Background: an optimization exercise with open tools, aiming at small area, a short achievable clock period and few clock cycles per item. Do not read the settings as production practice. Function was checked by simulation only, so behaviour that the tests miss may differ from the original.

File: run.sh
#!/bin/bash
# synth_recipe.tcl (not shown) runs the flow's synth.tcl, then flattens the netlist and writes it again
# the make line also repeats each setting of config.mk as NAME=value (left out here)
make -C /OpenROAD-flow-scripts/flow DESIGN_CONFIG=/design/flow/config.mk WORK_HOME=/design/flow/orfs CLKGATE_MAP_FILE= SYNTH_SCRIPT=/design/flow/synth_recipe.tcl finish
File: config.mk
export PLATFORM = sky130hd
export DESIGN_NAME = mpx_enc
export DESIGN_NICKNAME = mpx_enc
export VERILOG_FILES = /design/flow/design.v
export SDC_FILE = /design/flow/constraint.sdc
export NUM_CORES = 4
export LEC_CHECK = 0
export CAP_MARGIN = 20
export CORE_MARGIN = 2
export CORE_UTILIZATION = 40
export SLEW_MARGIN = 20
File: constraint.sdc
create_clock -name core_clock -period 40.0 [get_ports {clk}]
set_input_delay 8.0000 -clock core_clock [delete_from_list [all_inputs] [get_ports {clk}]]
set_output_delay 8.0000 -clock core_clock [all_outputs]
set_load 0.01 [all_outputs]
File: design.v
module fp32_add (
    input  wire [31:0] a,
    input  wire [31:0] b,
    output reg  [31:0] z
);
    wire        sa = a[31];
    wire        sb = b[31];
    wire [7:0]  ea = a[30:23];
    wire [7:0]  eb = b[30:23];
    wire [22:0] fa = a[22:0];
    wire [22:0] fb = b[22:0];
    wire a_nan = (ea == 8'hFF) && (fa != 0);
    wire b_nan = (eb == 8'hFF) && (fb != 0);
    wire a_inf = (ea == 8'hFF) && (fa == 0);
    wire b_inf = (eb == 8'hFF) && (fb == 0);
    wire        swap = (b[30:0] > a[30:0]);
    wire        sx   = swap ? sb : sa;
    wire        sy   = swap ? sa : sb;
    wire [7:0]  ex_f = swap ? eb : ea;
    wire [7:0]  ey_f = swap ? ea : eb;
    wire [22:0] fx   = swap ? fb : fa;
    wire [22:0] fy   = swap ? fa : fb;
    wire [7:0]  ex = (ex_f == 0) ? 8'd1 : ex_f;
    wire [7:0]  ey = (ey_f == 0) ? 8'd1 : ey_f;
    wire [26:0] mx = {(ex_f != 0), fx, 3'b000};
    wire [26:0] my = {(ey_f != 0), fy, 3'b000};
    wire [7:0]  dexp = ex - ey;
    reg  [26:0] my_sh;
    reg         sticky;
    reg  [27:0] sum;
    reg  [26:0] norm;
    reg  [9:0]  exp_n;
    reg  [4:0]  lz;
    reg  [4:0]  shl;
    reg         found;
    reg  [23:0] mant;
    reg         rnd_up;
    reg  [24:0] mant_r;
    reg  [9:0]  exp_r;
    reg  [7:0]  exp_field;
    reg         zero_diff;
    integer     i;
    always @* begin
        if (dexp >= 8'd27) begin
            my_sh  = 27'd0;
            sticky = (my != 0);
        end else begin
            my_sh  = my >> dexp;
            sticky = 1'b0;
            for (i = 0; i < 27; i = i + 1)
                if (i < dexp && my[i]) sticky = 1'b1;
        end
        my_sh[0] = my_sh[0] | sticky;
        zero_diff = 1'b0;
        lz    = 5'd0;
        shl   = 5'd0;
        found = 1'b0;
        if (sx == sy) begin
            sum = {1'b0, mx} + {1'b0, my_sh};
            if (sum[27]) begin
                norm  = {sum[27:2], sum[1] | sum[0]};
                exp_n = {2'b00, ex} + 10'd1;
            end else begin
                norm  = sum[26:0];
                exp_n = {2'b00, ex};
            end
        end else begin
            sum = {1'b0, mx} - {1'b0, my_sh};
            zero_diff = (sum[26:0] == 0);
            for (i = 26; i >= 0; i = i - 1) begin
                if (!found) begin
                    if (sum[i]) found = 1'b1;
                    else        lz = lz + 5'd1;
                end
            end
            if ({5'd0, lz} > (ex - 8'd1)) shl = ex[4:0] - 5'd1;
            else                         shl = lz;
            norm  = sum[26:0] << shl;
            exp_n = {2'b00, ex} - {5'd0, shl};
        end
        mant   = norm[26:3];
        rnd_up = norm[2] & (norm[1] | norm[0] | mant[0]);
        mant_r = {1'b0, mant} + {24'd0, rnd_up};
        if (mant_r[24])      exp_r = exp_n + 10'd1;
        else if (mant_r[23]) exp_r = exp_n;
        else                 exp_r = 10'd0;
        exp_field = exp_r[7:0];
        if (a_nan || b_nan || (a_inf && b_inf && (sa != sb)))
            z = 32'h7FC00000;
        else if (a_inf)
            z = a;
        else if (b_inf)
            z = b;
        else if (zero_diff)
            z = 32'h00000000;
        else if (exp_r >= 10'd255)
            z = {sx, 8'hFF, 23'd0};
        else
            z = {sx, exp_field, mant_r[24] ? mant_r[23:1] : mant_r[22:0]};
    end
endmodule
module fp32_mul (
    input  wire [31:0] a,
    input  wire [31:0] b,
    output reg  [31:0] z
);
    wire        sz = a[31] ^ b[31];
    wire [7:0]  ea = a[30:23];
    wire [7:0]  eb = b[30:23];
    wire [22:0] fa = a[22:0];
    wire [22:0] fb = b[22:0];
    wire a_nan  = (ea == 8'hFF) && (fa != 0);
    wire b_nan  = (eb == 8'hFF) && (fb != 0);
    wire a_inf  = (ea == 8'hFF) && (fa == 0);
    wire b_inf  = (eb == 8'hFF) && (fb == 0);
    wire a_zero = (a[30:0] == 0);
    wire b_zero = (b[30:0] == 0);
    wire [23:0] ma = {(ea != 0), fa};
    wire [23:0] mb = {(eb != 0), fb};
    wire [9:0]  xa = (ea == 0) ? 10'd1 : {2'b00, ea};
    wire [9:0]  xb = (eb == 0) ? 10'd1 : {2'b00, eb};
    wire [47:0] prod = ma * mb;
    reg  [5:0]  lz;
    reg         found;
    reg  signed [11:0] exp_n;    
    reg  signed [11:0] shift;    
    reg  [47:0] p;
    reg         sticky;
    reg  signed [11:0] ex;
    reg  [23:0] mant;
    reg         rnd_up;
    reg  [24:0] mant_r;
    reg  signed [11:0] exp_r;
    integer     i;
    always @* begin
        lz    = 6'd0;
        found = 1'b0;
        for (i = 47; i >= 0; i = i - 1) begin
            if (!found) begin
                if (prod[i]) found = 1'b1;
                else         lz = lz + 6'd1;
            end
        end
        exp_n  = $signed({2'b00, xa}) + $signed({2'b00, xb}) - 12'sd126 - $signed({6'd0, lz});
        shift  = $signed({2'b00, xa}) + $signed({2'b00, xb}) - 12'sd127;
        sticky = 1'b0;
        if (exp_n >= 12'sd1) begin
            p  = prod << lz;
            ex = exp_n;
        end else if (shift >= 12'sd0) begin
            p  = prod << shift[5:0];
            ex = 12'sd1;
        end else begin
            if (shift <= -12'sd48) begin
                p = 48'd0;
                sticky = (prod != 0);
            end else begin
                p = prod >> (-shift);
                for (i = 0; i < 48; i = i + 1)
                    if (i < -shift && prod[i]) sticky = 1'b1;
            end
            ex = 12'sd1;
        end
        mant   = p[47:24];
        rnd_up = p[23] & ((p[22:0] != 0) | sticky | mant[0]);
        mant_r = {1'b0, mant} + {24'd0, rnd_up};
        if (mant_r[24])      exp_r = ex + 12'sd1;
        else if (mant_r[23]) exp_r = ex;
        else                 exp_r = 12'sd0;
        if (a_nan || b_nan || (a_inf && b_zero) || (b_inf && a_zero))
            z = 32'h7FC00000;
        else if (a_inf || b_inf)
            z = {sz, 8'hFF, 23'd0};
        else if (a_zero || b_zero)
            z = {sz, 31'd0};
        else if (exp_r >= 12'sd255)
            z = {sz, 8'hFF, 23'd0};
        else
            z = {sz, exp_r[7:0], mant_r[24] ? mant_r[23:1] : mant_r[22:0]};
    end
endmodule
module mpx_enc (
    input  wire        clk,
    input  wire        rst,
    input  wire        in_valid,
    output wire        in_ready,
    input  wire        in_stereo,
    input  wire [31:0] in_left,
    input  wire [31:0] in_right,
    input  wire [31:0] in_slot,
    output reg         out_valid,
    output reg  [31:0] out_contrib,
    output reg  [31:0] out_obuf
);
    localparam [31:0] K405 = 32'h4081999A;    
    localparam [31:0] K09  = 32'h3F666666;    
    localparam [31:0] K9   = 32'h41100000;    
    localparam [3:0] ST_IDLE = 4'd0,
                     ST_S1   = 4'd1,
                     ST_S2   = 4'd2,
                     ST_S3   = 4'd3,
                     ST_S4   = 4'd4,
                     ST_S5   = 4'd5,
                     ST_S6   = 4'd6,
                     ST_M1   = 4'd7,
                     ST_M2   = 4'd8;
    reg  [3:0]  state;
    reg  [3:0]  ph19;
    reg  [31:0] left, right, slot;
    reg  [31:0] s, d, m, t1, t2, t3, a, c;
    assign in_ready = (state == ST_IDLE);
    reg [31:0] c19, c38;
    always @* begin
        case (ph19)
            4'd0:  c19 = 32'h00000000;
            4'd1:  c19 = 32'h3F000000;
            4'd2:  c19 = 32'h3F5DB3D7;
            4'd3:  c19 = 32'h3F800000;
            4'd4:  c19 = 32'h3F5DB3D7;
            4'd5:  c19 = 32'h3F000000;
            4'd6:  c19 = 32'h00000000;
            4'd7:  c19 = 32'hBF000000;
            4'd8:  c19 = 32'hBF5DB3D7;
            4'd9:  c19 = 32'hBF800000;
            4'd10: c19 = 32'hBF5DB3D7;
            default: c19 = 32'hBF000000;
        endcase
        case (ph19)
            4'd0, 4'd3, 4'd6, 4'd9:   c38 = 32'h00000000;
            4'd1, 4'd2, 4'd7, 4'd8:   c38 = 32'h3F5DB3D7;
            default:                  c38 = 32'hBF5DB3D7;
        endcase
    end
    reg  [31:0] add_a, add_b, mul_a, mul_b;
    wire [31:0] add_z, mul_z;
    fp32_add u_add (.a(add_a), .b(add_b), .z(add_z));
    fp32_mul u_mul (.a(mul_a), .b(mul_b), .z(mul_z));
    always @* begin
        add_a = 32'd0; add_b = 32'd0;
        mul_a = 32'd0; mul_b = 32'd0;
        case (state)
            ST_S1: begin add_a = left; add_b = right;              mul_a = K405; mul_b = c38; end
            ST_S2: begin add_a = left; add_b = {~right[31], right[30:0]}; mul_a = K405; mul_b = s; end
            ST_S3: begin                                           mul_a = m;    mul_b = d;   end
            ST_S4: begin add_a = t1;   add_b = t2;                 mul_a = K09;  mul_b = c19; end
            ST_S5: begin add_a = a;    add_b = t3;                                            end
            ST_S6: begin add_a = slot; add_b = c;                                             end
            ST_M1: begin                                           mul_a = K9;   mul_b = left; end
            ST_M2: begin add_a = slot; add_b = c;                                             end
            default: ;
        endcase
    end
    always @(posedge clk) begin
        if (rst) begin
            state     <= ST_IDLE;
            ph19      <= 4'd0;
            out_valid <= 1'b0;
        end else begin
            out_valid <= 1'b0;
            case (state)
                ST_IDLE: if (in_valid) begin
                    left  <= in_left;
                    right <= in_right;
                    slot  <= in_slot;
                    state <= in_stereo ? ST_S1 : ST_M1;
                end
                ST_S1: begin s  <= add_z; m  <= mul_z; state <= ST_S2; end
                ST_S2: begin d  <= add_z; t1 <= mul_z; state <= ST_S3; end
                ST_S3: begin t2 <= mul_z;              state <= ST_S4; end
                ST_S4: begin a  <= add_z; t3 <= mul_z; state <= ST_S5; end
                ST_S5: begin c  <= add_z;              state <= ST_S6; end
                ST_S6: begin
                    out_contrib <= c;
                    out_obuf    <= add_z;
                    out_valid   <= 1'b1;
                    ph19        <= (ph19 == 4'd11) ? 4'd0 : ph19 + 4'd1;
                    state       <= ST_IDLE;
                end
                ST_M1: begin c <= mul_z; state <= ST_M2; end
                ST_M2: begin
                    out_contrib <= c;
                    out_obuf    <= add_z;
                    out_valid   <= 1'b1;
                    state       <= ST_IDLE;
                end
                default: state <= ST_IDLE;
            endcase
        end
    end
endmodule
==> summary.txt <==
## cell usage after synthesis (all sizes together) (107+ instances only)
master     n  share of area (%)
buf      125               0.87
edfxtp   416                 18
ha       382                6.9
nand2   1281                7.0
xnor2    209                2.7
o21ai    500                3.6
mux2i    217                3.2
nor3     211                1.6
a21oi    672                4.9
clkbuf   383                2.1
nand3    214                1.6
nor2     937                5.1
a211oi   107                1.2
inv      732                4.0
fa       487                 14
## through the flow
stage,std cells,util [%]
after floorplan,8813,-
after global placement,11300,44.3
after detailed placement,11300,44.3
after CTS,11400,45.2
after global routing,11400,45.4
final,11400,45.4
## what timing repair did
action / in CTS / in global routing
resized for setup: 0 / 70
setup buffers: 0 / 11
setup endpoints to repair: 0 / 183
## metal layers
layer	part of all wire, %	track usage, %	vias up
met2	42	52.0	4220
met5	0.031	0	-
met4	5.2	15.4	14
met1	42	50.1	35100
li1	-	-	31800
met3	11	6.89	664
## how the worst max path moves through the flow
stage | startpoint | endpoint | slack [ns] | depth (start not counted)
after floorplan | state[0]$_SDFFE_PP0P_ | c[5]$_DFFE_PP_ | 2.96 | 197
after global placement | state[0]$_SDFFE_PP0P_ | t2[0]$_DFFE_PP_ | 1.85 | 172
after detailed placement | state[1]$_SDFFE_PP0P_ | t1[11]$_DFFE_PP_ | 1.10 | 172
after CTS | state[1]$_SDFFE_PP0P_ | m[15]$_DFFE_PP_ | 0.88 | 169
after global routing | state[1]$_SDFFE_PP0P_ | c[15]$_DFFE_PP_ | -0.02 | 174
final | state[0]$_SDFFE_PP0P_ | out_obuf[21]$_DFFE_PP_ | 1.86 | 159
## cell usage in the layout (no fill, tap or decap), drive strengths merged, types with 56 or more instances in the layout
master,n
nand2,1281
and3,78
o22ai,56
o211ai,89
xor2,98
clkdlybuf4s50,165
a31oi,87
buf,543
and2,90
ha,382
mux2i,217
xnor2,209
o21ai,500
nor2,939
fa,487
nand2b,66
edfxtp,416
or3,65
a21oi,672
nor4,86
a211oi,107
a21o,95
nand4,101
nand3,214
nor3,211
or2,57
mux2,78
inv,734
## kinds of logic after synthesis
logic type	count (synthesis)	synth area share, %
AND/OR/NAND/NOR	3380	22.5
AO/OA/AOI/OAI	2251	21.3
buffers and inverters	1244	6.97
adder cells (fa/ha/maj)	874	21.2
flip-flops	431	18.6
XOR/XNOR	327	4.70
multiplexers	306	4.80
## critical path, delay by kind of cell (launching register included)
| kind | cells | cell delay [ns] |
|---|---|---|
| AO/OA/AOI/OAI | 55 | 13.73 |
| AND/OR/NAND/NOR | 45 | 9.40 |
| adder cells (fa/ha/maj) | 29 | 8.77 |
| buffers and inverters | 18 | 3.06 |
| multiplexers | 9 | 1.54 |
| flip-flops | 1 | 0.56 |
| XOR/XNOR | 3 | 0.56 |
## layout make-up
cell class | instances | area share, %
antenna | 5 | 0.0161
clock buffer | 48 | 1.52
clock inverter | 32 | 0.513
inverter | 736 | 3.55
multi-input combinational | 7141 | 66.7
sequential | 431 | 16.5
tap | 2310 | 3.71
timing repair buffer | 709 | 7.49
==> flow_summary_export.csv <==
group,metric,value,unit
sta,setup_violations,0,
routing,firstDrtPassIters,7,
routing,wl_per_cell,28.1,um
global_routing,grt.total_usage,35.4,%
place,pre_cts_ws,1.10,ns
sta,clock_skew,0.0289,ns
critical_path,critical_path_required,40.24,ns
sta,worst_slack,1.86,ns
routing,vias,71800,
clock_tree,cts_root_buffer,"clkbuf_16",
critical_path,crit_path_max_fanout,39,
cells_and_area,final_area,77800,um^2
sta,finalSetupTns,0,ns
clock_tree,cts_buffers,46,
global_routing,grt_pass1_wl,462000,um
place,place_hpwl,261000,um
yosys,yosysUniqueCellTypes,132,
yosys,synth_nets,9782,
clock_tree,clock_sinks,431,
critical_path,r2r-end,"out_obuf[21]$_DFFE_PP_",
hold_path,holdPathEnd,"out_contrib[8]$_DFFE_PP_",
sta,fin_crit_sh,95.4,%
place,routabilityCongestion,1.06,
cells_and_area,multi_input_area,51900,um^2
yosys,syn-cell-area,68900,um^2
sta,period_minus_slack,38.14,ns
critical_path,path_common_cell,"ha_1",
sta,fmax,0.0262,GHz
yosys,synthCells,8813,
run_status,status,"timing/DRC/antenna clean",
cells_and_area,nets,10000,
routing,remaining_drc_errors,0,
clock_tree,cts_tree,"done",
global_routing,antenna_found_initial,10,
yosys,ys_warn_count,3,
critical_path,r2r_cells,159,
place,placed_area,75900,um^2
floorplanning,dieArea,176000,um^2
yosys,synth_edf_count,416,
critical_path,start_kind,"flop",
yosys,synthFlopType,"edfxtp_1",
routing,drtIter0Drc,10200,
clock_tree,cts_hold_buf,0,
critical_path,crit_path_max_incr_delay,0.97,ns
sta,whs,0.455,ns
cells_and_area,synthToLayoutAreaGrowth,12.9,%
clock_tree,clk_pin_slew_worst_paths,0.06,ns
clock_tree,clk_latency,0.61,ns
cells_and_area,n_fill_cell,17200,
critical_path,endpoint_kind,"flop",
job,max_cap_viol_count,0,
critical_path,r2r_slack,1.86,ns
global_routing,grt_pass1_vias,67500,
cells_and_area,regArea,12800,um^2
yosys,seq_area_frac_synth,18.6,%
clock_tree,h-tree-depth,2,
floorplanning,initial_core_util,40.2,%
floorplanning,fp-row-count,152,
yosys,synth-seq-cells,431,
routing,vias_per_cell,6.29,
critical_path,critical_path_arrival,38.38,ns
global_routing,overflow,0,
yosys,syn-mean-instance-area,7.82,um^2
hold_path,hold_path.class,"reg -> reg",
yosys,synthArstFlopShare,0,%
floorplanning,core,171000,um^2
critical_path,path_class,"reg -> reg",
floorplanning,ioPinCount,166,
cells_and_area,drive_gt1_share,10.7,%
sta,hold_viol_final,0,
routing,wl,321000,um
clock_tree,clockBufferDepth,3,
hold_path,hold_path_depth,0,
global_routing,grt_max_degree,86,
floorplanning,die_w,419,um
routing,antenna_left,0,
sta,tightest_slew,1.29,ns
critical_path,worstReg2RegStart,"state[0]$_SDFFE_PP0P_",
hold_path,hp-start,"c[8]$_DFFE_PP_",
place,portBuffers,165,
critical_path,worst_path_max_delay_cell,"a221oi_1",
sta,drv_slew,0,
sta,slew_headroom,14.3,%
floorplanning,die_h,419,um
Testbench counts, summed over its fixed seeds: cycles 49,608, items 8,000.

[re-timing with driven ports]
The flow's constraints put no driver on any port. The routed layout listed below was extracted and timed again, unchanged, in two steps. Step 1 (the two cells are an assumption about what drives the block):
set clk [get_ports {clk}]
set_driving_cell -lib_cell sky130_fd_sc_hd__clkbuf_16 $clk
set_driving_cell -lib_cell sky130_fd_sc_hd__buf_2 [delete_from_list [all_inputs] $clk]
Step 2 also shifts input and output timing later by t, the mid clock arrival at the registers, as if the neighbouring blocks saw the same clock. Slacks: ideal ports / drivers / drivers and shift; pairs: ideal ports / drivers.
shift t [ns]: 0.644
slack for setup (ns): 1.860 / 1.860 / 1.860
hold WS [ns]: 0.455 / 0.455 / 0.455
latest minus earliest clock arrival (ns): 0.028 / 0.028
pins driven straight from the clock port: 1
After both steps setup and hold are still met in this run. The setup slack of this run moves by 0.000 ns with the drivers and by 0.000 ns with both steps.
